From an optimization exercise on the open Yosys and OpenROAD flow, aimed at small area; shortcuts taken in it are not production practice. In this exercise RTL edits were held to simulation tests only and were not proved equivalent to the original. Power is estimated from default activity; no workload was simulated.

===== flow/config.mk =====
export PLATFORM = sky130hd
export DESIGN_NAME = lx16a_sfe
export DESIGN_NICKNAME = lx16a_sfe
export VERILOG_FILES = /design/flow/design.v
export SDC_FILE = /design/flow/constraint.sdc
export NUM_CORES = 4
export LEC_CHECK = 0
export CAP_MARGIN = 20
export CORE_MARGIN = 2
export CORE_UTILIZATION = 40
export SLEW_MARGIN = 20

===== flow/constraint.sdc =====
create_clock -name core_clock -period 12.0 [get_ports {clk}]
set_input_delay 2.4000 -clock core_clock [delete_from_list [all_inputs] [get_ports {clk}]]
set_output_delay 2.4000 -clock core_clock [all_outputs]
set_load 0.01 [all_outputs]

===== flow/design.v =====
module lx16a_sfe #(
    parameter BUS_MAXP  = 32,           
    parameter SHORT_LEN = 0             
) (
    input  wire                    clk,
    input  wire                    rst,
    input  wire                    txreq_valid,
    output wire                    txreq_ready,
    input  wire [31:0]             txreq_h,
    input  wire [8*BUS_MAXP-1:0]   txreq_p,
    output wire                    tx_valid,
    input  wire                    tx_ready,
    output reg  [7:0]              tx_data,
    input  wire                    rxarm_valid,
    output wire                    rxarm_ready,
    input  wire [23:0]             rxarm_a,
    input  wire                    rx_valid,
    output wire                    rx_ready,
    input  wire [7:0]              rx_data,
    input  wire                    rx_abort,
    input  wire [7:0]              csr_idx,
    output reg  [31:0]             csr_rdata,
    output wire [1:0]              rx_status,
    output wire                    ev_tx_done,
    output wire                    ev_match,
    output wire [7:0]              ev_match_id,
    output wire [7:0]              ev_match_cmd,
    output wire [7:0]              ev_match_np,
    output wire                    ev_discard,
    output reg  [2:0]              ev_discard_reason,
    output wire                    ev_aborted,
    output wire                    ev_req_err,
    output wire [2:0]              ev_req_err_flags
);
    localparam [7:0] SYNC  = 8'h55;
    localparam [7:0] BCAST = 8'hFE;
    localparam [2:0] S_OFF = 3'd0, S_HUNT = 3'd1, S_SYNC2 = 3'd2, S_HDR_ID = 3'd3,
                     S_HDR_LEN = 3'd4, S_HDR_CMD = 3'd5, S_PARAM = 3'd6, S_CKSUM = 3'd7;
    localparam [1:0] ST_IDLE = 2'd0, ST_SCANNING = 2'd1, ST_MATCHED = 2'd2, ST_ABORTED = 2'd3;
    integer i;
    reg        tx_busy;
    reg [5:0]  tx_idx;
    reg [5:0]  tx_len;                  
    reg        tx_var;
    reg [7:0]  tx_id;
    reg [7:0]  tx_cmd;
    reg [7:0]  tx_acc;                  
    reg [255:0] tx_p;
    reg [2:0]  rx_state;
    reg [1:0]  rx_stat;
    reg        exp_var;
    reg [7:0]  exp_id;
    reg [7:0]  exp_cmd;
    reg [7:0]  c_id;                    
    reg [7:0]  c_len;
    reg [7:0]  c_cmd;
    reg [4:0]  c_k;
    reg [7:0]  c_acc;
    reg [255:0] c_p;                    
    reg [2:0]  last_discard;
    reg [15:0] discard_count;
    reg [2:0]  err;
    wire scanning = (rx_stat == ST_SCANNING);
    assign txreq_ready = !rst && !tx_busy;
    assign tx_valid    = !rst && tx_busy;
    assign rxarm_ready = !rst && !scanning;
    assign rx_ready    = !rst && !rx_abort && scanning;
    assign rx_status   = rx_stat;
    wire enc_fire  = txreq_valid && txreq_ready;
    wire txb_fire  = tx_valid && tx_ready;
    wire dec_fire  = rxarm_valid && rxarm_ready;
    wire rxb_fire  = rx_valid && rx_ready;
    wire abort_hit = !rst && rx_abort && scanning;
    wire       enc_var = txreq_h[0];
    wire [7:0] enc_np  = txreq_h[31:24];
    wire enc_bad_rsvd = (txreq_h[7:1] != 7'd0);
    wire enc_bad_np   = enc_var ? (enc_np > 8'd32) : (enc_np > 8'd4);
    wire enc_ok       = !enc_bad_rsvd && !enc_bad_np;
    wire [5:0] tx_idx_inc = tx_idx + 6'd1;
    wire       tx_last    = (tx_idx_inc == tx_len);
    wire [5:0] tx_pos = tx_idx + {5'd0, tx_var};
    wire [4:0] tx_ps  = tx_pos[4:0] - 5'd5;
    always @(*) begin
        if (tx_idx[5:1] == 5'd0)             tx_data = SYNC;
        else if (tx_pos == 6'd2)             tx_data = tx_id;
        else if (tx_pos == 6'd3)             tx_data = {2'b00, tx_len} - (tx_var ? 8'd2 : 8'd3);
        else if (tx_pos == 6'd4)             tx_data = tx_cmd;
        else if (!tx_var && tx_last)         tx_data = ~tx_acc;
        else                                 tx_data = tx_p[8*tx_ps +: 8];
    end
    assign ev_tx_done = txb_fire && tx_last;
    always @(posedge clk) begin
        if (enc_fire && enc_ok) tx_p <= txreq_p;
    end
    always @(posedge clk) begin
        if (enc_fire && enc_ok) begin
            tx_var <= enc_var;
            tx_id  <= txreq_h[15:8];
            tx_cmd <= txreq_h[23:16];
            tx_acc <= 8'h56;            
        end else if (txb_fire)
            tx_acc <= tx_acc + tx_data;
    end
    always @(posedge clk) begin
        if (rst) begin
            tx_busy <= 1'b0;
            tx_idx  <= 6'd0;
            tx_len  <= 6'd0;
        end else if (enc_fire && enc_ok) begin
            tx_busy <= 1'b1;
            tx_idx  <= 6'd0;
            tx_len  <= enc_np[5:0] + (enc_var ? 6'd4 : 6'd6);
        end else if (txb_fire) begin
            tx_idx <= tx_idx_inc;
            if (tx_last) tx_busy <= 1'b0;
        end
    end
    wire       dec_bad = (rxarm_a[7:1] != 7'd0);
    wire [7:0] b = rx_data;
    wire       len_bad = exp_var ? (c_len > 8'd34) : (c_len > 8'd7);
    wire [5:0] np_raw  = c_len[5:0] - (exp_var ? 6'd2 : 6'd3);
    wire       len_short = exp_var ? (c_len[5:1] == 5'd0) : (c_len[5:0] < 6'd3);
    wire [5:0] c_np    = len_short ? 6'd0 : np_raw;
    wire       p_last  = ({1'b0, c_k} + 6'd1 == c_np);
    reg        do_discard;
    reg        do_match;
    reg [2:0]  nx_state;
    always @(*) begin
        do_discard        = 1'b0;
        ev_discard_reason = 3'd0;
        do_match          = 1'b0;
        nx_state          = rx_state;
        case (rx_state)
            S_HUNT: begin
                if (b == SYNC) nx_state = S_SYNC2;
                else begin do_discard = 1'b1; ev_discard_reason = 3'd1; end
            end
            S_SYNC2: begin
                if (b == SYNC) nx_state = exp_var ? S_HDR_LEN : S_HDR_ID;
                else begin do_discard = 1'b1; ev_discard_reason = 3'd2; end
            end
            S_HDR_ID:  nx_state = S_HDR_LEN;
            S_HDR_LEN: nx_state = S_HDR_CMD;
            S_HDR_CMD: begin
                if (len_bad) begin
                    do_discard = 1'b1; ev_discard_reason = 3'd3;
                end else if (c_np != 6'd0) begin
                    nx_state = S_PARAM;
                end else if (!exp_var) begin
                    nx_state = S_CKSUM;
                end else if (b != exp_cmd) begin
                    do_discard = 1'b1; ev_discard_reason = 3'd5;
                end else
                    do_match = 1'b1;
            end
            S_PARAM: begin
                if (p_last) begin
                    if (!exp_var) nx_state = S_CKSUM;
                    else if (c_cmd != exp_cmd) begin
                        do_discard = 1'b1; ev_discard_reason = 3'd5;
                    end else
                        do_match = 1'b1;
                end
            end
            S_CKSUM: begin
                if ((b ^ c_acc) != 8'hFF) begin
                    do_discard = 1'b1; ev_discard_reason = 3'd4;
                end else if (c_cmd != exp_cmd) begin
                    do_discard = 1'b1; ev_discard_reason = 3'd5;
                end else if (exp_id != BCAST && c_id != exp_id) begin
                    do_discard = 1'b1; ev_discard_reason = 3'd6;
                end else
                    do_match = 1'b1;
            end
            default: ;
        endcase
    end
    wire [7:0] res_id = exp_var ? 8'd0 : c_id;
    assign ev_match     = rxb_fire && do_match;
    assign ev_match_id  = res_id;
    assign ev_match_cmd = (rx_state == S_HDR_CMD) ? b : c_cmd;
    assign ev_match_np  = {2'b00, c_np};
    assign ev_discard   = rxb_fire && do_discard;
    assign ev_aborted   = abort_hit;
    wire enc_refused = enc_fire && !enc_ok;
    wire dec_refused = dec_fire && dec_bad;
    assign ev_req_err       = enc_refused || dec_refused;
    assign ev_req_err_flags = {dec_refused, enc_refused && enc_bad_np, enc_refused && enc_bad_rsvd};
    always @(posedge clk) begin
        if (rxb_fire) begin
            if (rx_state == S_HDR_ID)  c_id  <= b;
            if (rx_state == S_HDR_LEN) c_len <= b;
            if (rx_state == S_HDR_CMD) c_cmd <= b;
            c_acc <= ((rx_state == S_HDR_ID) ? 8'd0 : c_acc) + b;
            c_k   <= (rx_state == S_PARAM) ? c_k + 5'd1 : 5'd0;
        end
    end
    always @(posedge clk) begin
        if (rxb_fire && rx_state == S_PARAM) c_p[8*c_k +: 8] <= b;
    end
    always @(posedge clk) begin
        if (rst) begin
            rx_state      <= S_OFF;
            rx_stat       <= ST_IDLE;
            exp_var       <= 1'b0;
            exp_id        <= 8'd0;
            exp_cmd       <= 8'd0;
            last_discard  <= 3'd0;
            discard_count <= 16'd0;
            err           <= 3'd0;
        end else begin
            err <= err | ev_req_err_flags;
            if (abort_hit) begin
                rx_state <= S_OFF;
                rx_stat  <= ST_ABORTED;
            end
            if (dec_fire && !dec_bad) begin
                exp_var       <= rxarm_a[0];
                exp_id        <= rxarm_a[15:8];
                exp_cmd       <= rxarm_a[23:16];
                rx_state      <= S_HUNT;
                rx_stat       <= ST_SCANNING;
                last_discard  <= 3'd0;
                discard_count <= 16'd0;
            end
            if (rxb_fire) begin
                if (do_discard) begin
                    rx_state      <= S_HUNT;
                    last_discard  <= ev_discard_reason;
                    discard_count <= discard_count + 16'd1;
                end else if (do_match) begin
                    rx_state <= S_OFF;
                    rx_stat  <= ST_MATCHED;
                end else
                    rx_state <= nx_state;
            end
        end
    end
    wire [31:0] pw_raw = c_p[32*csr_idx[2:0] +: 32];
    wire [31:0] pword;
    genvar g;
    generate
        for (g = 0; g < 4; g = g + 1) begin : g_pw
            assign pword[8*g +: 8] = ({1'b0, csr_idx[2:0], g[1:0]} < c_np) ? pw_raw[8*g +: 8] : 8'd0;
        end
    endgenerate
    always @(*) begin
        csr_rdata = 32'd0;
        case (csr_idx)
            8'h00: csr_rdata = {13'd0, rx_state, 5'd0, err, 1'b0, last_discard, 1'b0, tx_busy, rx_stat};
            8'h01: csr_rdata = {8'd0, exp_cmd, exp_id, 7'd0, exp_var};
            8'h02: csr_rdata = {2'd0, c_np, c_cmd, c_len, res_id};
            8'h03: csr_rdata = {16'd0, discard_count};
            8'h04: csr_rdata = {23'd0, (SHORT_LEN != 0), BUS_MAXP[7:0]};
            8'h05: csr_rdata = {10'd0, tx_len, 10'd0, tx_idx};
            8'h10, 8'h11, 8'h12, 8'h13, 8'h14, 8'h15, 8'h16, 8'h17: csr_rdata = pword;
            default: ;
        endcase
    end
endmodule

===== flow/run.sh =====
#!/bin/bash
# synth_recipe.tcl (not shown) runs the flow's synth.tcl, then flattens the netlist and writes it again
# the make line also repeats each setting of config.mk as NAME=value (left out here)
make -C /OpenROAD-flow-scripts/flow DESIGN_CONFIG=/design/flow/config.mk WORK_HOME=/design/flow/orfs CLKGATE_MAP_FILE= SYNTH_SCRIPT=/design/flow/synth_recipe.tcl finish

==> out/qor.txt, run 1 <==
status: complete, no violations
Max FO, Critical Path: 22
Layout Nets: 2920
setup repair after global routing missed its margin: no
antenna violations before repair: 15
synthesized area per cell: 14.1 um2
Placer Congestion: 0.941
Worst Tran Pin Value: 1130 ps
Syn Inst Count: 2159
part of the power in registers: 0.501
Yosys top cell area share: 0.558
DRT Pass-1 Iters: 7
initial DRC count: 2120
Comb power frac: 0.045
Slew Viols, Final: 0
CTS buffer count: 71
setup bufs post-CTS: 0
GR Overflow Total: 0
post-synthesis register bit count: 631
core region area: 0.0757 mm2
depth of the CTS H-tree: 3
maximum clock path buffer count: 3
asr flop ratio synth: 0
VDD IR max: 118 uV
Root Buffer: clkbuf_16
Tcrit/Tclk final: 0.733
Core Rows: 101
GR Util All Layers: 0.234
fmax: 0.114 GHz
Sw Share: 0.214
Post-synth EDFFs: 566
DR DRC count: 0
vias in the first global route: 21.3k
global-route wire length before repair: 138 mm
num ports: 416
post-layout min period: 8790 ps
Layout area overhead: 24.5%
Die ar.: 0.0783 mm2
beginning of the worst register-to-register path: tx_var$_DFFE_PP_
arrival time at the worst endpoint: 6390 ps
warnings from Yosys: 1
top post-synthesis cells by area: edfxtp_1, mux4_2, a22o_1
Worst slew margin: 0.247
layout cells sized above 1: 0.133
IO buf count: 413
pin count of the biggest net entering global routing: 196
Worst Hold Launch: tx_acc[7]$_SDFFE_PP0P_
post-synth top area cell: edfxtp_1
drt via density: 5.88
post-DP HPWL: 65.4 mm
# resized after CTS: 0
CTS tree: yes
Core Util, Final: 0.501
top_reg_cell synth: edfxtp_1
die width: 280 um
register area share after synthesis: 0.601
Critical Path End Type: output pin
final hold vios: 0
# Max-Cap Violations: 0
drt wl/cell: 25.8 um
Hold Crit Class: reg -> reg
switching pwr: 1.02 mW
ANT nets after route: 0
Crit path buffers/inverters: 4
slowest cell delay on critical path: 1170 ps
hold endpoint: tx_acc[7]$_SDFFE_PP0P_
die height: 280 um
critical path's top delay family: buffers and inverters
Max Clock Skew: 38.5 ps
WL final: 92.6 mm
Crit-path slowest cell: clkdlybuf4s50_1
critical-path cell list: clkdlybuf4s50_1 > buf_4 > xor2_1 > nand4_1 > nor4_1 > nand2b_1 > nand3_1 > nand3_1 > o21ai_1 > inv_1 > clkdlybuf4s50_1
Worst Setup Path Type: in -> out
Via Count: 21.1k
Lkg Pwr: 12.2 nW
Int Pwr: 3.73 mW
Worst Path Required: 9600 ps
RR Endpoint: tx_acc[7]$_SDFFE_PP0P_
FF-to-FF path depth: 19
WHS Path Cells: 1
Cell Area, Synth: 0.0304 mm2
starting density of the core: 0.402
Largest regs: c_p: 256 flops, tx_p: 256 flops, discard_count: 16 flops
Worst-path clk slew: 60 ps
clock sinks: 631
power share of the clock group: 0.454
TNS Setup: 0 ps
R2R Setup Slk: 6250 ps
Post-CTS Hold Fix Bufs: 0
crit path launch type: input port
PwrDens: 125 mW/mm2
count of distinct cell types in the synthesized netlist: 74
setup violators final: 0
worst-skew pair later-pin latency: 630 ps
==> logic make-up after synthesis <==
logic type | Yosys count | share of synthesized area
compound gates | 490 | 0.119
xor+xnor | 79 | 0.0230
mux | 250 | 0.139
other cells | 1 | 0.000123
simple gates | 493 | 0.0784
buf+inv | 176 | 0.0229
flops | 631 | 0.601
fa+ha+maj | 39 | 0.0165
==> synthesized netlist by cell type, drive strengths merged (5+ instances only) <==
| master | number |
|---|---|
| xor2 | 38 |
| o31a | 6 |
| edfxtp | 566 |
| and2 | 38 |
| nor4 | 12 |
| buf | 36 |
| or3 | 12 |
| o21a | 6 |
| nand2 | 180 |
| mux4 | 131 |
| mux2 | 66 |
| xnor2 | 41 |
| ha | 37 |
| o22ai | 11 |
| and3 | 11 |
| nor2 | 90 |
| a21oi | 80 |
| a22oi | 8 |
| clkbuf | 90 |
| inv | 48 |
| nor2b | 25 |
| nand2b | 14 |
| or2 | 7 |
| a22o | 197 |
| nand4b | 5 |
| a211oi | 33 |
| a21o | 12 |
| a222oi | 8 |
| o211ai | 12 |
| mux2i | 53 |
| o31ai | 5 |
| o21ai | 61 |
| o21bai | 8 |
| nor3 | 21 |
| a31oi | 14 |
| dfxtp | 65 |
| nand4 | 14 |
| or4 | 5 |
| nand3 | 48 |
==> placed cells by master (no fill, tap or decap), types with 57 or more instances in the layout <==
master	instances
a21oi_1	80
a22o_1	197
dfxtp_1	65
mux2_2	66
o21ai_0	57
edfxtp_1	566
nand2_1	180
clkdlybuf4s50_1	408
nor2_1	88
mux4_2	131
clkbuf_16	71
==> worst register-to-register path, delay by kind of cell (launching register included) <==
kind | cells | cell delay, ps
AOI/OAI and AO/OA | 10 | 2090
and+or+nand+nor | 3 | 290
buffers and inverters | 1 | 830
muxes | 3 | 1000
DFF | 1 | 510
adders and majority gates | 2 | 970
==> final cells by class <==
cell class	instances	area (um2)
clock buffers	86	1850
repair buffers	439	4340
flip-flops and latches	631	18300
clock inverters	44	469
fillers	6419	37800
well taps	978	1220
inverters	50	195
diodes	8	20.0
multi-input cells	1353	11500
==> power by group through the flow <==
stage / clock network, mW / registers (mW) / logic [mW]
4_1_cts: 2.21 / 2.38 / 0.215
5_1_grt: 2.30 / 2.38 / 0.229
6_report: 2.16 / 2.38 / 0.215
3_3_place_gp: 0 / 2.42 / 0.211
3_5_place_dp: 0 / 2.43 / 0.215
2_1_floorplan: 0 / 2.42 / 0.0685
==> per-layer routing <==
metal | vias to the layer above | global-route usage | share of wire
li1 | 9355 | - | -
met1 | 10700 | 0.310 | 0.42
met2 | 857 | 0.385 | 0.48
met3 | 117 | 0.0624 | 0.082
met4 | 12 | 0.0547 | 0.019
met5 | - | 0 | 0.00089
==> worst max-delay path by stage <==
stage                     startpoint               end  slack, ps  cells past startpoint
after floorplan             rx_abort  c_p[0]$_DFFE_PP_       1370                      4
after global placement    rx_data[3]        ev_discard       3350                     11
after detailed placement  rx_data[3]        ev_discard       3300                     11
after CTS                 rx_data[3]        ev_discard       3280                     11
after global routing      rx_data[3]        ev_discard       2930                     11
final                     rx_data[7]        ev_discard       3210                     11
==> through the flow <==
stage	hold slack [ps]	cell area [um2]	instances	power [mW]	setup slack, ps
2_1_floorplan	433	30500	2160	2.49	1370
3_3_place_gp	459	35600	3450	2.64	3350
3_5_place_dp	471	35600	3450	2.64	3300
4_1_cts	483	37900	3580	4.80	3280
5_1_grt	510	37900	3587	4.90	2930
6_report	479	37900	3589	4.75	3210
==> inputs of run 2 (changes only) <==
--- a/flow/design.v
+++ b/flow/design.v
@@ -54,4 +54,5 @@
     reg [7:0]  c_id;                    
-    reg [7:0]  c_len;
-    reg [7:0]  c_cmd;
+    reg [5:0]  c_len;                   
+    reg        c_long;                  
+    reg        c_cmd_ok;                
     reg [4:0]  c_k;
@@ -119,5 +120,6 @@
     wire [7:0] b = rx_data;
-    wire       len_bad = exp_var ? (c_len > 8'd34) : (c_len > 8'd7);
-    wire [5:0] np_raw  = c_len[5:0] - (exp_var ? 6'd2 : 6'd3);
-    wire       len_short = exp_var ? (c_len[5:1] == 5'd0) : (c_len[5:0] < 6'd3);
+    wire       len_bad = c_long;
+    wire [5:0] np_raw  = c_len - (exp_var ? 6'd2 : 6'd3);
+    wire       len_short = exp_var ? (c_len[5:1] == 5'd0) : (c_len < 6'd3);
+    wire       cmd_eq  = (b == exp_cmd);
     wire [5:0] c_np    = len_short ? 6'd0 : np_raw;
@@ -150,3 +152,3 @@
                     nx_state = S_CKSUM;
-                end else if (b != exp_cmd) begin
+                end else if (!cmd_eq) begin
                     do_discard = 1'b1; ev_discard_reason = 3'd5;
@@ -158,3 +160,3 @@
                     if (!exp_var) nx_state = S_CKSUM;
-                    else if (c_cmd != exp_cmd) begin
+                    else if (!c_cmd_ok) begin
                         do_discard = 1'b1; ev_discard_reason = 3'd5;
@@ -167,3 +169,3 @@
                     do_discard = 1'b1; ev_discard_reason = 3'd4;
-                end else if (c_cmd != exp_cmd) begin
+                end else if (!c_cmd_ok) begin
                     do_discard = 1'b1; ev_discard_reason = 3'd5;
@@ -180,3 +182,3 @@
     assign ev_match_id  = res_id;
-    assign ev_match_cmd = (rx_state == S_HDR_CMD) ? b : c_cmd;
+    assign ev_match_cmd = exp_cmd;       
     assign ev_match_np  = {2'b00, c_np};
@@ -191,4 +193,9 @@
             if (rx_state == S_HDR_ID)  c_id  <= b;
-            if (rx_state == S_HDR_LEN) c_len <= b;
-            if (rx_state == S_HDR_CMD) c_cmd <= b;
+            if (rx_state == S_HDR_LEN) begin
+                c_len  <= b[5:0];
+                c_long <= exp_var ? (b > 8'd34) : (b > 8'd7);
+            end
+            if (rx_state == S_HDR_CMD) begin
+                c_cmd_ok <= cmd_eq;
+            end
             c_acc <= ((rx_state == S_HDR_ID) ? 8'd0 : c_acc) + b;
@@ -198,3 +205,4 @@
     always @(posedge clk) begin
-        if (rxb_fire && rx_state == S_PARAM) c_p[8*c_k +: 8] <= b;
+        for (i = 0; i < 32; i = i + 1)
+            if (rxb_fire && rx_state == S_PARAM && c_k == i) c_p[8*i +: 8] <= b;
     end
@@ -238,3 +246,8 @@
     end
-    wire [31:0] pw_raw = c_p[32*csr_idx[2:0] +: 32];
+    reg [31:0] pw_raw;
+    always @(*) begin
+        pw_raw = 32'd0;
+        for (i = 0; i < 8; i = i + 1)
+            pw_raw = pw_raw | (c_p[32*i +: 32] & {32{csr_idx[2:0] == i}});
+    end
     wire [31:0] pword;
@@ -251,3 +264,3 @@
             8'h01: csr_rdata = {8'd0, exp_cmd, exp_id, 7'd0, exp_var};
-            8'h02: csr_rdata = {2'd0, c_np, c_cmd, c_len, res_id};
+            8'h02: csr_rdata = {2'd0, c_np, exp_cmd, 2'd0, c_len, res_id};
             8'h03: csr_rdata = {16'd0, discard_count};
==> flow/flow/run.sh (new file) <==
#!/bin/bash
# Layout flow: the standard flow (standard.sh) with three changes:
#  1. after the standard synthesis, the combinational logic is re-mapped for area by
#     yosys/abc (flow/resyn.tcl); all registers keep their cells and names;
#  2. the port buffers inserted at placement use the smallest buffer cell;
#  3. CTS clusters up to 30 sinks per clkbuf_16 and inserts no dummy loads.
set -euo pipefail
W=$(pwd)
R=$W/orfs/results/${FLOW_PLATFORM:-sky130hd}/lx16a_sfe/base
cat >> config.mk <<'EOF'
export BUFFER_PORTS_ARGS = -buffer_cell sky130_fd_sc_hd__buf_1
export CTS_ARGS = -sink_clustering_enable -repair_clock_nets -dont_use_dummy_load -sink_clustering_size 30 -sink_clustering_max_diameter 60 -buf_list sky130_fd_sc_hd__clkbuf_16
EOF

bash standard.sh synth > synth_std.log 2>&1
cp $R/1_2_yosys.v $W/std_1_2_yosys.v

YOSYS=${YOSYS_EXE:-$FLOW_HOME/../tools/install/yosys/bin/yosys}
[ -x "$YOSYS" ] || YOSYS=$(command -v yosys)
PLAT=$FLOW_HOME/platforms/${FLOW_PLATFORM:-sky130hd}
export RESYN_LIB=$PLAT/lib/sky130_fd_sc_hd__tt_025C_1v80.lib
export RESYN_DONT_USE="$(sed -n '/DONT_USE_CELLS/,/^#/p' $PLAT/config.mk | grep -o 'sky130_fd_sc_hd__[A-Za-z0-9_]*' | sort -u | tr '\n' ' ')"
export RESYN_IN=$W/std_1_2_yosys.v RESYN_OUT=$W/resyn_1_2_yosys.v RESYN_STAT=$W/resyn_stat.txt
export RESYN_ABC=$W/flow/resyn.abc RESYN_TOP=${FLOW_TOP:-lx16a_sfe}
"$YOSYS" -c $W/flow/resyn.tcl > resyn.log 2>&1

cp $W/resyn_1_2_yosys.v $R/1_2_yosys.v
rm -f $R/1_synth.odb $R/1_synth.sdc
bash standard.sh finish > finish.log 2>&1
==> flow/flow/resyn.abc (new file) <==
strash
&get -n
&fraig -x
&put
scorr
dc2
strash
&get -n
&dch -f
&nf -R 1000
&put
==> flow/flow/resyn.tcl (new file) <==
# Re-map the combinational logic of the standard synthesis netlist for area.
# Every flip-flop (and tie cell) instance is kept as it is: same cell, same name.
yosys read_liberty -ignore_miss_func $::env(RESYN_LIB)
yosys blackbox sky130_fd_sc_hd__*df* sky130_fd_sc_hd__*dl* sky130_fd_sc_hd__conb_*
yosys read_verilog $::env(RESYN_IN)
yosys hierarchy -top $::env(RESYN_TOP)
yosys flatten
yosys opt -purge
yosys setundef -zero
set du {}
foreach c $::env(RESYN_DONT_USE) { lappend du -dont_use $c }
yosys abc -script $::env(RESYN_ABC) -liberty $::env(RESYN_LIB) {*}$du
yosys splitnets
yosys opt_clean -purge
yosys hilomap -singleton -hicell sky130_fd_sc_hd__conb_1 HI -locell sky130_fd_sc_hd__conb_1 LO
yosys insbuf -buf sky130_fd_sc_hd__buf_4 A X
yosys check
yosys tee -o $::env(RESYN_STAT) stat -liberty $::env(RESYN_LIB)
yosys write_verilog -noattr -nohex -nodec $::env(RESYN_OUT)
==> flow/standard.sh (new file) <==
#!/bin/bash
# synth_recipe.tcl (not shown) runs the flow's synth.tcl, then flattens the netlist and writes it again
# the make line also repeats each setting of config.mk as NAME=value (left out here)
make -C /OpenROAD-flow-scripts/flow DESIGN_CONFIG=/design/flow/config.mk WORK_HOME=/design/flow/orfs CLKGATE_MAP_FILE= SYNTH_SCRIPT=/design/flow/synth_recipe.tcl "${@:-finish}"
--- a/flow/config.mk
+++ b/flow/config.mk
@@ -9,3 +9,5 @@
 export CORE_MARGIN = 2
-export CORE_UTILIZATION = 40
+export CORE_UTILIZATION = 70
 export SLEW_MARGIN = 20
+export BUFFER_PORTS_ARGS = -buffer_cell sky130_fd_sc_hd__buf_1
+export CTS_ARGS = -sink_clustering_enable -repair_clock_nets -dont_use_dummy_load -sink_clustering_size 30 -sink_clustering_max_diameter 60 -buf_list sky130_fd_sc_hd__clkbuf_16
removed: flow/run.sh
==> run 2 against run 1 <==
- still clean on timing, DRC and antenna
- via count shrank 9.1%
- fmax grew 6.5%
- combinational power shrank 31%
- clock skew grew 9.4 ps
- wire length shrank 21%
- non-clock buffer count grew 13
- sequential cell count shrank 8
- clock-buffer cell count shrank 51
- critical endpoint is now tx_data[6]
- largest cell class unchanged
==> out/qor.txt, run 2 <==
status: complete, no violations
VDD IR max: 156 uV (+32%)
Worst slew margin: 0.232 (-0.0153)
final hold vios: 0 (unchanged)
setup bufs post-CTS: 0 (unchanged)
warnings from Yosys: 1 (unchanged)
CTS tree: yes
Worst Path Required: 9600 ps (about the same)
Via Count: 19.2k (-9.1%)
M1 WL: 24.8 mm (-36%)
WL final: 73.6 mm (-21%)
finished layout cell area: 0.0285 mm2 (-25%)
post-layout min period: 8260 ps (-534 ps)
drt wl/cell: 26.5 um (+2.5%)
Layout Nets: 2656 (-9.0%)
most common cell after layout, fill and taps aside: edfxtp_1
pin count of the biggest net entering global routing: 130 (-34%)
GR Util All Layers: 0.388 (+0.154)
Core Rows: 69 (-32%)
initial DRC count: 2663 (+26%)
clock sinks: 623 (-1.3%)
synthesized area per cell: 13.7 um2 (-3.0%)
global-route wire length before repair: 110 mm (-21%)
CTS buffer count: 35 (-51%)
most frequent cells in the layout: edfxtp_1, buf_1, nand2_1, nor2_1, o21ai_0
Cell Area, Synth: 0.0252 mm2 (-17%)
FF-to-FF path depth: 26 (+7)
arrival time at the worst endpoint: 5860 ps (-530 ps)
die width: 194 um (-31%)
ANT nets after route: 0 (unchanged)
Top Layer Used: met5
TNS Setup: 0 ps (unchanged)
Max Clock Skew: 47.9 ps (+9.39 ps)
PwrDens: 129 mW/mm2 (+2.6%)
depth of the CTS H-tree: 2 (-1)
IO buf count: 413 (unchanged)
Worst-path clk slew: 80 ps (+20 ps)
vias in the first global route: 18.5k (-13%)
Layout area overhead: 13.1%
num ports: 416 (unchanged)
Post-CTS Hold Fix Bufs: 0 (unchanged)
routed length on met3: 7.69 mm (+0.85%)
Placer Congestion: 0.926 (-1.6%)
Hold Crit Class: reg -> reg
maximum clock path buffer count: 3 (unchanged)
DR DRC count: 0 (unchanged)
layout cells sized above 1: 0.0388 (-0.0941)
Worst Tran Pin Value: 1150 ps (+23.0 ps)
drt via density: 6.89 (+17%)
setup violators final: 0 (unchanged)
setup repair after global routing missed its margin: no
Filler Cells Inserted: 2022 (-68%)
Core Util, Final: 0.804 (+0.303)
Critical Path End Type: output pin
Die ar.: 0.0376 mm2 (-52%)
Lkg Pwr: 8.94 nW (-27%)
# Max-Cap Violations: 0 (unchanged)
Worst Setup Path Type: reg -> out
core region area: 0.0355 mm2 (-53%)
antenna violations before repair: 3 (-12)
starting density of the core: 0.711 (+0.308)
metal2 WL: 36.6 mm (-18%)
crit path launch type: flip-flop
DRT Pass-1 Iters: 8 (+1)
WHS Path Cells: 2 (+1)
worst-skew pair later-pin latency: 580 ps (-50 ps)
Tcrit/Tclk final: 0.688 (-0.0445)
die height: 194 um (-31%)
GR Overflow Total: 0 (unchanged)
Syn Inst Count: 1843 (-15%)
Cell Area, Placed: 0.0276 mm2 (-22%)
# resized after CTS: 0 (unchanged)
fmax: 0.121 GHz (+6.5%)
Largest regs: c_p: 256 flops, tx_p: 256 flops, discard_count: 16 flops
post-DP HPWL: 49.6 mm (-24%)
Max FO, Critical Path: 21 (-4.5%)
Root Buffer: clkbuf_16
Slew Viols, Final: 0 (unchanged)
-- run 2: cell types whose count changed in the layout (fill, tap and decap cells not counted), moves of 46 or more --
| cell | change |
|---|---|
| o21ai_0 | +83 |
| inv_1 | -47 |
| mux4_2 | -131 |
| nor2_1 | +77 |
| mux2i_1 | -46 |
| mux2_2 | -66 |
| clkdlybuf4s50_1 | -408 |
| a222oi_1 | +54 |
| a221oi_1 | +58 |
| a22o_1 | -168 |
| a21oi_1 | +50 |
| buf_1 | +413 |
-- run 2: layout make-up --
type / count / area [um2] / share of cell area
Multi-Input combinational cell: 1177 / 7030 / 0.247
Antenna cell: 2 / 5.00 / 0.000175
Inverter: 32 / 128 / 0.00448
Tap cell: 461 / 577 / 0.0202
Timing Repair Buffer: 452 / 1840 / 0.0646
Clock buffer: 35 / 876 / 0.0307
Sequential cell: 623 / 18100 / 0.633
-- run 2: worst paths after layout --
kind | slack (ps) | start | end
worst max-delay path | 3740 | tx_idx[0]$_SDFFE_PP0P_ | tx_data[6]
worst min-delay path | 470 | err[1]$_SDFF_PP0_ | err[1]$_SDFF_PP0_
worst max register to register | 4580 | tx_idx[0]$_SDFFE_PP0P_ | tx_acc[7]$_SDFFE_PP0P_
worst min register to register | 470 | err[1]$_SDFF_PP0_ | err[1]$_SDFF_PP0_
-- run 2: stage by stage --
stage / total power, mW / hold slack [ps] / cells / setup WS [ps]
after global routing: 3.74 / 476 / 2781 / 3500
after detailed placement: 2.55 / 458 / 2745 / 4480
after floorplan: 2.45 / 414 / 1844 / 1060
after global placement: 2.55 / 446 / 2745 / 4510
final: 3.67 / 466 / 2782 / 3740
after CTS: 3.66 / 469 / 2780 / 3900
-- run 2: routing by layer --
layer  GRT usage  up-vias
met5           0        -
met4       0.210        2
met3      0.0624      265
met2       0.655     1415
met1       0.487     9168
li1            -     8309
-- run 2: power by group --
part	switching, mW	internal (mW)
Sequential	0.00144	2.36
Combinational	0.0988	0.0503
Clock	0.639	0.521
Total	0.739	2.93
-- run 2: critical path: stages (launching register included) --
cell	delay (ps)
dfxtp_1	770
and3_1	330
nor2_1	80
a21oi_2	830
nand2_1	640
nand2_1	930
a21oi_1	80
o21ai_0	130
a21oi_1	70
a211oi_1	200
o21ai_0	230
o311ai_0	250
a221oi_1	170
a31oi_1	350
buf_1	230
==> inputs of run 3 (changes only) <==
--- a/flow/flow/run.sh
+++ b/flow/flow/run.sh
@@ -5,3 +5,3 @@
 #  2. the port buffers inserted at placement use the smallest buffer cell;
-#  3. CTS clusters up to 30 sinks per clkbuf_16 and inserts no dummy loads.
+#  3. CTS clusters up to 20 sinks per clkbuf_16 and inserts no dummy loads.
 set -euo pipefail
@@ -11,3 +11,3 @@
 export BUFFER_PORTS_ARGS = -buffer_cell sky130_fd_sc_hd__buf_1
-export CTS_ARGS = -sink_clustering_enable -repair_clock_nets -dont_use_dummy_load -sink_clustering_size 30 -sink_clustering_max_diameter 60 -buf_list sky130_fd_sc_hd__clkbuf_16
+export CTS_ARGS = -sink_clustering_enable -repair_clock_nets -dont_use_dummy_load -sink_clustering_size 20 -sink_clustering_max_diameter 60 -buf_list sky130_fd_sc_hd__clkbuf_16
 EOF
--- a/flow/config.mk
+++ b/flow/config.mk
@@ -12,2 +12,2 @@
 export BUFFER_PORTS_ARGS = -buffer_cell sky130_fd_sc_hd__buf_1
-export CTS_ARGS = -sink_clustering_enable -repair_clock_nets -dont_use_dummy_load -sink_clustering_size 30 -sink_clustering_max_diameter 60 -buf_list sky130_fd_sc_hd__clkbuf_16
+export CTS_ARGS = -sink_clustering_enable -repair_clock_nets -dont_use_dummy_load -sink_clustering_size 20 -sink_clustering_max_diameter 60 -buf_list sky130_fd_sc_hd__clkbuf_16
==> run 3 against run 2 <==
- clock skew increased by 12 ps
- still clean on timing, DRC and antenna
- via count up 0.15%
- critical path depth rose by 1
- synthesized area is the same
- first-iteration DRC count shrank 1.4%
- total power increased by 2.1%
- sequential cell count unchanged
- non-clock buffer count did not move
- clock-buffer cell count increased by 4
- sequential share of layout area down 0.23 points
==> out/qor.txt, run 3 <==
status: complete, no violations
PwrDens: 131 mW/mm2 (+1.7%)
Tcrit/Tclk final: 0.689 (+0.000695)
Max Clock Skew: 59.5 ps (+11.6 ps)
GR Util All Layers: 0.392 (+0.00403)
Via Count: 19.2k (+0.15%)
Layout area overhead: 13.5%
Syn Inst Count: 1843 (unchanged)
DR DRC count: 0 (unchanged)
switching pwr: 0.759 mW (+2.6%)
die height: 194 um (unchanged)
Max FO, Critical Path: 45 (+110%)
post-DP HPWL: 49.6 mm (unchanged)
Root Buffer: clkbuf_16
most frequent cells in the layout: edfxtp_1, buf_1, nand2_1, nor2_1, o21ai_0
power share of the clock group: 0.330 (+0.014)
ANT nets after route: 0 (unchanged)
pin count of the biggest net entering global routing: 130 (unchanged)
Die ar.: 0.0376 mm2 (unchanged)
CTS buffer count: 39 (+11%)
most common cell after layout, fill and taps aside: edfxtp_1
Filler Cells Inserted: 1991 (-1.5%)
setup bufs post-CTS: 0 (unchanged)
GR Overflow Total: 0 (unchanged)
final hold vios: 0 (unchanged)
# resized after CTS: 0 (unchanged)
Core Rows: 69 (unchanged)
Cell Area, Synth: 0.0252 mm2 (unchanged)
vias in the first global route: 18.6k (+0.10%)
arrival time at the worst endpoint: 5870 ps (about the same)
WHS Path Cells: 2 (unchanged)
post-layout min period: 8270 ps (+8.34 ps)
Int Pwr: 2.98 mW (+1.9%)
setup violators final: 0 (unchanged)
Comb power frac: 0.040 (about the same)
Layout Nets: 2660 (+0.15%)
Largest regs: c_p: 256 flops, tx_p: 256 flops, discard_count: 16 flops
Post-CTS Hold Fix Bufs: 0 (unchanged)
FF-to-FF path depth: 27 (+3.8%)
IO buf count: 413 (unchanged)
Worst Path Required: 9600 ps (about the same)
Sw Share: 0.203 (+0.00109)
Slew Viols, Final: 0 (unchanged)
num ports: 416 (unchanged)
Worst Tran Pin Value: 1040 ps (-111 ps)
die width: 194 um (unchanged)
Worst Setup Path Type: reg -> out
antenna violations before repair: 3 (unchanged)
depth of the CTS H-tree: 2 (unchanged)
layout cells sized above 1: 0.0405 (+0.00166)
synthesized area per cell: 13.7 um2 (unchanged)
maximum clock path buffer count: 3 (unchanged)
Worst-path clk slew: 80 ps (about the same)
CTS tree: yes
worst-skew pair later-pin latency: 570 ps (about the same)
WL final: 74.5 mm (+1.2%)
clock sinks: 623 (unchanged)
Critical Path End Type: output pin
core region area: 0.0355 mm2 (unchanged)
total power: 3.74 mW (+2.1%)
global-route wire length before repair: 110 mm (+0.49%)
drt via density: 6.88 (about the same)
TNS Setup: 0 ps (unchanged)
initial DRC count: 2626 (-1.4%)
starting density of the core: 0.711 (unchanged)
Worst slew margin: 0.306 (+0.0741)
# Max-Cap Violations: 0 (unchanged)
setup repair after global routing missed its margin: no
Hold Crit Class: reg -> reg
warnings from Yosys: 1 (unchanged)
part of the power in registers: 0.630 (-0.013)
drt wl/cell: 26.7 um (+1.0%)
fmax: 0.121 GHz (-0.10%)
DRT Pass-1 Iters: 6 (-2)
Lkg Pwr: 8.99 nW (+0.55%)
Placer Congestion: 0.926 (unchanged)
VDD IR max: 152 uV (-3.0%)
crit path launch type: flip-flop
-- run 3: through the flow --
| stage | utilization | cell area, um2 | setup slack (ps) | cells | hold WS (ps) |
|---|---|---|---|---|---|
| after global routing | 0.806 | 28600 | 3450 | 2785 | 476 |
| after global placement | 0.779 | 27600 | 4510 | 2745 | 446 |
| final | 0.807 | 28600 | 3730 | 2787 | 466 |
| after CTS | 0.806 | 28600 | 3850 | 2784 | 469 |
| after detailed placement | 0.779 | 27600 | 4480 | 2745 | 458 |
| after floorplan | - | 25200 | 1060 | 1844 | 414 |
-- run 3: routing by layer --
layer	part of all wire	global-route usage	vias to the layer above
li1	-	-	8318
met2	0.49	0.650	1500
met1	0.33	0.492	9120
met3	0.11	0.0644	248
met4	0.066	0.234	2
met5	0.00016	0	-
-- run 3: final timing paths --
| kind | start | end | slack (ps) |
|---|---|---|---|
| min | err[1]$_SDFF_PP0_ | err[1]$_SDFF_PP0_ | 470 |
| max reg2reg | tx_idx[1]$_SDFFE_PP0P_ | tx_acc[7]$_SDFFE_PP0P_ | 4630 |
| max | tx_idx[1]$_SDFFE_PP0P_ | tx_data[3] | 3730 |
| min reg2reg | err[1]$_SDFF_PP0_ | err[1]$_SDFF_PP0_ | 470 |
-- run 3: final cells by class --
class,instances,area (um2),share of cell area
multi-input cells,1177,7030,0.246
flip-flops and latches,623,18100,0.631
well taps,461,577,0.0202
clock buffers,39,976,0.0341
inverters,32,128,0.00446
diodes,3,7.51,0.000262
repair buffers,452,1840,0.0644
-- run 3: critical path, cell delays in order, from the launching register on --
cell      delay (ps)
dfxtp_1          320
buf_4            460
and3_1           310
or2_0            550
nand2_1          330
nand2_1          490
nand2_1          730
a221oi_1         440
o21ai_0          140
a32oi_1          330
a21oi_1          140
a221oi_1         330
nor3_1           100
a21oi_1          280
clkinv_1         190
buf_1            170
-- run 3: power by group through the flow --
stage,Clock [mW],Sequential (mW),Combinational (mW)
floorplan,0,2.41,0.0453
global route,1.30,2.36,0.158
detailed placement,0,2.41,0.145
CTS,1.23,2.36,0.146
global placement,0,2.41,0.142
finish,1.24,2.36,0.150
==> inputs of run 4 (changes only) <==
--- a/flow/design.v
+++ b/flow/design.v
@@ -83,9 +83,16 @@
     wire [4:0] tx_ps  = tx_pos[4:0] - 5'd5;
-    always @(*) begin
-        if (tx_idx[5:1] == 5'd0)             tx_data = SYNC;
-        else if (tx_pos == 6'd2)             tx_data = tx_id;
-        else if (tx_pos == 6'd3)             tx_data = {2'b00, tx_len} - (tx_var ? 8'd2 : 8'd3);
-        else if (tx_pos == 6'd4)             tx_data = tx_cmd;
-        else if (!tx_var && tx_last)         tx_data = ~tx_acc;
-        else                                 tx_data = tx_p[8*tx_ps +: 8];
+    reg [7:0] tx_pb;
+    always @(*) begin
+        tx_pb = 8'd0;
+        for (i = 0; i < 32; i = i + 1)
+            tx_pb = tx_pb | (tx_p[8*i +: 8] & {8{tx_ps == i}});
+    end
+    always @(*) begin
+        case (tx_pos)
+            6'd0, 6'd1:                      tx_data = SYNC;
+            6'd2:                            tx_data = tx_var ? SYNC : tx_id;
+            6'd3:                            tx_data = {2'b00, tx_len} - (tx_var ? 8'd2 : 8'd3);
+            6'd4:                            tx_data = tx_cmd;
+            default:                         tx_data = (!tx_var && tx_last) ? ~tx_acc : tx_pb;
+        endcase
     end
--- a/flow/flow/run.sh
+++ b/flow/flow/run.sh
@@ -2,3 +2,3 @@
 # Layout flow: the standard flow (standard.sh) with three changes:
-#  1. after the standard synthesis, the combinational logic is re-mapped for area by
+#  1. after the standard synthesis, the combinational logic is re-optimised (abc deepsyn) and re-mapped for area by
 #     yosys/abc (flow/resyn.tcl); all registers keep their cells and names;
==> flow/flow/resyn.abc (replaced) <==
strash
&get -n
&fraig -x
&put
scorr
dc2
strash
&get -n
&deepsyn -T 60
&put
strash
&get -n
&dch -f
&nf -R 1000
&put
==> run 4 against run 3 <==
- clock power is essentially flat
- design area is 3.5% lower
- combinational power down 8%
- wire length decreased by 8.2%
- sequential share of layout area rose by 2.3 points
- hold slack better by 13 ps
- clock skew fell by 1.0 ps
- global-route usage shrank 1.5 points
- clock-buffer cell count grew 2
- critical path depth is 1 higher
- total power is 0.21% higher
- critical endpoint is now ev_discard
- largest power group unchanged
- highest routed layer unchanged
==> out/qor.txt, run 4 <==
status: complete, no violations
CTS buffer count: 41 (+5.1%)
DRT Pass-1 Iters: 8 (+2)
Worst Setup SP: rx_data[0]
post-layout min period: 8880 ps (+614 ps)
dpl cells: 2503 (-8.8%)
# resized after CTS: 0 (unchanged)
Critical Path End Type: output pin
die width: 190 um (-1.9%)
Hold Crit Class: reg -> reg
setup violators final: 0 (unchanged)
Largest regs: c_p: 256 flops, tx_p: 256 flops, discard_count: 16 flops
# Max-Cap Violations: 0 (unchanged)
part of the power in registers: 0.629 (about the same)
final hold vios: 0 (unchanged)
PwrDens: 136 mW/mm2 (+3.8%)
layout cells sized above 1: 0.0378 (-0.00265)
maximum clock path buffer count: 3 (unchanged)
worst-skew pair later-pin latency: 580 ps (about the same)
GR Overflow Total: 0 (unchanged)
Layout Nets: 2426 (-8.8%)
Via Count: 17.5k (-8.7%)
initial DRC count: 2518 (-4.1%)
VDD IR max: 154 uV (+1.5%)
Tcrit/Tclk final: 0.740 (+0.0511)
critical-path cell list: buf_1 > buf_4 > and3_1 > nor2_1 > nor2_1 > maj3_1 > maj3_1 > maj3_1 > maj3_1 > maj3_1 > or3_1 > nor2_1 > o21ai_0 > a21oi_1 > a21oi_1 > buf_1
TNS Setup: 0 ps (unchanged)
setup bufs post-CTS: 0 (unchanged)
beginning of the worst register-to-register path: exp_var$_SDFFE_PP0P_
Filler Cells Inserted: 1934 (-2.9%)
Worst Path Required: 9600 ps (about the same)
antenna violations before repair: 14 (+11)
Worst Hold Launch: discard_count[2]$_SDFF_PP0_
clock sinks: 623 (unchanged)
die height: 190 um (-1.9%)
finished layout cell area: 0.0276 mm2 (-3.5%)
Slew Viols, Final: 0 (unchanged)
Sw Share: 0.197 (-0.00563)
Worst slew margin: 0.199 (-0.107)
Crit path buffers/inverters: 3 (unchanged)
hold_ws: 480 ps (+13.4 ps)
depth of the CTS H-tree: 2 (unchanged)
Layout area overhead: 13.9%
post-DP HPWL: 47.3 mm (-4.6%)
fmax: 0.113 GHz (-6.9%)
drt via density: 6.86 (-0.41%)
warnings from Yosys: 1 (unchanged)
num ports: 416 (unchanged)
DR DRC count: 0 (unchanged)
WL final: 68.4 mm (-8.2%)
switching pwr: 0.739 mW (-2.6%)
CTS tree: yes
starting density of the core: 0.706 (-0.00483)
setup repair after global routing missed its margin: no
crit path launch type: input port
Worst-path clk slew: 80 ps (about the same)
Multi-input gate area: 0.00605 mm2 (-14%)
Comb power frac: 0.037 (-0.003)
GR Util All Layers: 0.378 (-0.0145)
Int Pwr: 3.01 mW (+0.91%)
Core Rows: 68 (-1.4%)
Die ar.: 0.0362 mm2 (-3.7%)
Root Buffer: clkbuf_16
vias in the first global route: 16.5k (-11%)
Cell Area, Placed: 0.0266 mm2 (-3.9%)
Max Clock Skew: 58.5 ps (-1.05 ps)
Final Non-Filler Cells: 2556 (-8.3%)
core region area: 0.0344 mm2 (-3.1%)
Post-CTS Hold Fix Bufs: 0 (unchanged)
ANT nets after route: 0 (unchanged)
slowest cell delay on critical path: 430 ps (-300 ps)
most common cell after layout, fill and taps aside: edfxtp_1
arrival time at the worst endpoint: 6480 ps (+610 ps)
cell mode on critical path: maj3_1
Syn Inst Count: 1617 (-12%)
Crit-path slowest cell: or3_1
Placer Congestion: 0.925 (about the same)
pin count of the biggest net entering global routing: 194 (+49%)
power share of the clock group: 0.334 (+0.004)
register area: 0.0181 mm2 (unchanged)
Worst Tran Pin Value: 1200 ps (+161 ps)
most frequent cells in the layout: edfxtp_1, buf_1, nor2_1, nand2_1, a222oi_1
Max FO, Critical Path: 42 (-6.7%)
synthesized area per cell: 15.0 um2 (+9.7%)
Lkg Pwr: 8.60 nW (-4.4%)
IO buf count: 413 (unchanged)
drt wl/cell: 26.8 um (+0.15%)
total power: 3.75 mW (+0.21%)
Cell Area, Synth: 0.0243 mm2 (-3.8%)
global-route wire length before repair: 99.7 mm (-9.5%)
Worst Setup Path Type: in -> out
critical path's top delay family: adder cells
## run 4: layout make-up
cell class | count | area share
Tap cell | 455 | 0.0206
Timing Repair Buffer | 442 | 0.0645
Inverter | 30 | 0.00408
Multi-Input combinational cell | 953 | 0.219
Clock buffer | 41 | 0.0371
Antenna cell | 12 | 0.00109
Sequential cell | 623 | 0.654
## run 4: through the flow
step	setup slack (ps)	utilization
final	3120	0.804
after global routing	2920	0.803
after CTS	3200	0.803
after detailed placement	3210	0.773
after global placement	3280	0.773
after floorplan	801	-
## run 4: layer usage
layer,part of all wire,track usage
met4,0.049,0.179
met3,0.11,0.0605
met1,0.34,0.480
met5,0.00034,0
met2,0.51,0.643
## run 4: tightest hold or removal path: stages, from the launching register on
cell and delay, ps:
dfxtp_1 330, nand2_1 60, a21oi_1 50
## run 4: worst paths after layout
check | endpoint | slack (ps) | cells after the start
worst max-delay path | ev_discard | 3120 | 16
worst max register to register | discard_count[15]$_SDFF_PP0_ | 5560 | 23
worst min register to register | discard_count[2]$_SDFF_PP0_ | 480 | 2
worst min-delay path | discard_count[2]$_SDFF_PP0_ | 480 | 2
## run 4: power groups by stage
stage	clock, mW	combinational (mW)	sequential, mW
after global placement	0	0.133	2.41
after detailed placement	0	0.135	2.41
after floorplan	0	0.0429	2.41
after global routing	1.33	0.148	2.36
after CTS	1.25	0.136	2.36
final	1.25	0.138	2.36
==> inputs of run 5 (changes only) <==
--- a/flow/flow/run.sh
+++ b/flow/flow/run.sh
@@ -5,3 +5,3 @@
 #  2. the port buffers inserted at placement use the smallest buffer cell;
-#  3. CTS clusters up to 20 sinks per clkbuf_16 and inserts no dummy loads.
+#  3. CTS clusters up to 15 sinks per clkbuf_8 and inserts no dummy loads.
 set -euo pipefail
@@ -11,3 +11,3 @@
 export BUFFER_PORTS_ARGS = -buffer_cell sky130_fd_sc_hd__buf_1
-export CTS_ARGS = -sink_clustering_enable -repair_clock_nets -dont_use_dummy_load -sink_clustering_size 20 -sink_clustering_max_diameter 60 -buf_list sky130_fd_sc_hd__clkbuf_16
+export CTS_ARGS = -sink_clustering_enable -repair_clock_nets -dont_use_dummy_load -sink_clustering_size 15 -sink_clustering_max_diameter 50 -buf_list sky130_fd_sc_hd__clkbuf_8
 EOF
--- a/flow/config.mk
+++ b/flow/config.mk
@@ -12,2 +12,2 @@
 export BUFFER_PORTS_ARGS = -buffer_cell sky130_fd_sc_hd__buf_1
-export CTS_ARGS = -sink_clustering_enable -repair_clock_nets -dont_use_dummy_load -sink_clustering_size 20 -sink_clustering_max_diameter 60 -buf_list sky130_fd_sc_hd__clkbuf_16
+export CTS_ARGS = -sink_clustering_enable -repair_clock_nets -dont_use_dummy_load -sink_clustering_size 15 -sink_clustering_max_diameter 50 -buf_list sky130_fd_sc_hd__clkbuf_8
==> run 5 against run 4 <==
- combinational power about the same
- utilization decreased by 0.95 points
- still clean on timing, DRC and antenna
- critical path depth unchanged
==> out/qor.txt, run 5 <==
status: complete, no violations
worst-skew pair later-pin latency: 670 ps (+90 ps)
WL final: 67.9 mm (-0.71%)
Tcrit/Tclk final: 0.738 (-0.00250)
VDD IR max: 114 uV (-26%)
Layout Nets: 2436 (+0.41%)
Post-CTS Hold Fix Bufs: 0 (unchanged)
global-route wire length before repair: 98.8 mm (-0.84%)
cell mode on critical path: maj3_1
synthesized area per cell: 15.0 um2 (unchanged)
depth of the CTS H-tree: 2 (unchanged)
Layout area overhead: 12.5%
Syn Inst Count: 1617 (unchanged)
drt wl/cell: 26.5 um (-1.1%)
# resized after CTS: 0 (unchanged)
die width: 190 um (unchanged)
PwrDens: 129 mW/mm2 (-5.4%)
critical-path cell list: buf_1 > buf_4 > and3_1 > nor2_1 > nor2_1 > maj3_1 > maj3_1 > maj3_1 > maj3_1 > maj3_1 > or3_1 > nor2_1 > o21ai_0 > a21oi_1 > a21oi_1 > buf_1
DR DRC count: 0 (unchanged)
Root Buffer: clkbuf_8
die height: 190 um (unchanged)
slowest cell delay on critical path: 430 ps (about the same)
num ports: 416 (unchanged)
antenna violations before repair: 11 (-3)
Max Clock Skew: 75.3 ps (+16.9 ps)
Largest regs: c_p: 256 flops, tx_p: 256 flops, discard_count: 16 flops
drt via density: 6.78 (-1.1%)
most common cell after layout, fill and taps aside: edfxtp_1
total power: 3.51 mW (-6.5%)
final hold vios: 0 (unchanged)
Max FO, Critical Path: 42 (unchanged)
arrival time at the worst endpoint: 6450 ps (-30 ps)
Cell Area, Placed: 0.0266 mm2 (unchanged)
TNS Setup: 0 ps (unchanged)
ANT nets after route: 0 (unchanged)
maximum clock path buffer count: 3 (unchanged)
pin count of the biggest net entering global routing: 194 (unchanged)
Worst Tran Pin Value: 1170 ps (-34.3 ps)
post-DP HPWL: 47.3 mm (unchanged)
setup violators final: 0 (unchanged)
FF-to-FF path depth: 23 (unchanged)
Worst Setup Path Type: in -> out
Core Util, Final: 0.794 (-0.00950)
Critical Path End Type: output pin
Slew Viols, Final: 0 (unchanged)
hold_ws: 484 ps (+4.44 ps)
setup repair after global routing missed its margin: no
# Max-Cap Violations: 0 (unchanged)
GR Util All Layers: 0.375 (-0.00269)
layout cells sized above 1: 0.0424 (+0.00458)
Worst Hold Launch: tx_acc[7]$_SDFFE_PP0P_
Die ar.: 0.0362 mm2 (unchanged)
IO buf count: 413 (unchanged)
Worst-path clk slew: 70 ps (about the same)
R2R Setup Slk: 5690 ps (+130 ps)
fmax: 0.113 GHz (+0.34%)
setup ws final: 3150 ps (+29.9 ps)
clock sinks: 623 (unchanged)
setup bufs post-CTS: 0 (unchanged)
Crit-path slowest cell: or3_1
Cell Area, Synth: 0.0243 mm2 (unchanged)
Hold Crit Class: reg -> reg
starting density of the core: 0.706 (unchanged)
Filler Cells Inserted: 2013 (+4.1%)
hold endpoint: tx_acc[7]$_SDFFE_PP0P_
most frequent cells in the layout: edfxtp_1, buf_1, nor2_1, nand2_1, a222oi_1
CTS tree: yes
warnings from Yosys: 1 (unchanged)
dpl cells: 2503 (unchanged)
crit path launch type: input port
Worst Path Required: 9600 ps (about the same)
vias in the first global route: 16.5k (-0.018%)
core region area: 0.0344 mm2 (unchanged)
finished layout cell area: 0.0273 mm2 (-1.2%)
Worst slew margin: 0.221 (+0.0228)
Final Non-Filler Cells: 2565 (+0.35%)
DRT Pass-1 Iters: 13 (+5)
WHS Path Cells: 1 (-1)
post-layout min period: 8850 ps (-29.9 ps)
Core Rows: 68 (unchanged)
beginning of the worst register-to-register path: exp_var$_SDFFE_PP0P_
Placer Congestion: 0.925 (unchanged)
Lkg Pwr: 8.46 nW (-1.6%)
GR Overflow Total: 0 (unchanged)
pre-CTS WS: 3210 ps (unchanged)
CTS buffer count: 51 (+24%)
initial DRC count: 2621 (+4.1%)
Via Count: 17.4k (-0.74%)
RR Endpoint: discard_count[15]$_SDFF_PP0_
[run 5: worst max path at each step]
stage / start / endpoint / slack (ps)
after global routing: rx_data[0] / ev_discard / 2950
after global placement: rx_data[0] / ev_discard / 3280
final: rx_data[0] / ev_discard / 3150
after CTS: rx_data[0] / ev_discard / 3200
after floorplan: txreq_h[29] / tx_len[1]$_SDFFE_PP0P_ / 800
after detailed placement: rx_data[0] / ev_discard / 3210
[run 5: final cells by class]
type	instances	area, um2	area share
multi-input combinational	953	6050	0.222
timing repair buffer	442	1780	0.0652
antenna	11	27.5	0.00101
clock buffer	51	702	0.0257
tap	455	569	0.0209
sequential	623	18100	0.662
inverter	30	113	0.00413
[run 5: per-layer routing]
layer,share of wire,vias to the layer above,track usage,routed length [um]
met5,0.00024,-,0,16
met4,0.049,2,0.193,3330
met3,0.10,171,0.0614,6970
met2,0.50,1198,0.625,34100
met1,0.35,8421,0.482,23500
li1,-,7604,-,-
[run 5: worst max-delay path: cells and delay by family]
family | cells | cell delay, ps
simple gates | 5 | 900
buf+inv | 3 | 490
fa+ha+maj | 5 | 2000
compound gates | 3 | 630
[run 5: report_power, final]
part           internal, mW  total, mW  switching, mW
combinational        0.0492      0.137         0.0882
clock                 0.379       1.01          0.633
sequential             2.36       2.36        0.00121
total                  2.79       3.51          0.723

static timing again, ports no longer ideal:
The results above use ideal ports. As a check the final layouts listed here were re-extracted and re-timed, cells and wires unchanged. Step 1, drivers: a clkbuf_16 drives clk and a buf_2 each remaining input, both assumed. Step 2 adds t to the input delays and takes it off the output delays; t is the mean of the earliest and latest rising clock arrival at the registers after step 1. Input paths then give back, and output paths get back, about the clock's delay inside the block. Slacks: ideal / step 1 / step 2; pairs: ideal / step 1.
| run | t, ns | setup slack, ns | latest minus earliest clock arrival (ns) | worst data-port slew with drivers (ns) |
|---|---|---|---|---|
| run 1 | 0.671 | 3.205 / 3.173 / 3.173 | 0.044 / 0.044 | 0.20 |
| run 2 | 0.598 | 3.740 / 3.684 / 4.282 | 0.076 / 0.076 | 0.10 |
| run 3 | 0.598 | 3.731 / 3.674 / 4.271 | 0.077 / 0.077 | 0.09 |
| run 4 | 0.611 | 3.118 / 3.096 / 3.096 | 0.059 / 0.059 | 0.10 |
| run 5 | 0.677 | 3.148 / 3.126 / 3.126 | 0.075 / 0.075 | 0.12 |
After both steps every run listed still meets setup and hold. For run 1, which loses most, drivers alone change the setup slack by -0.032 ns; drivers and shift together by -0.032 ns.
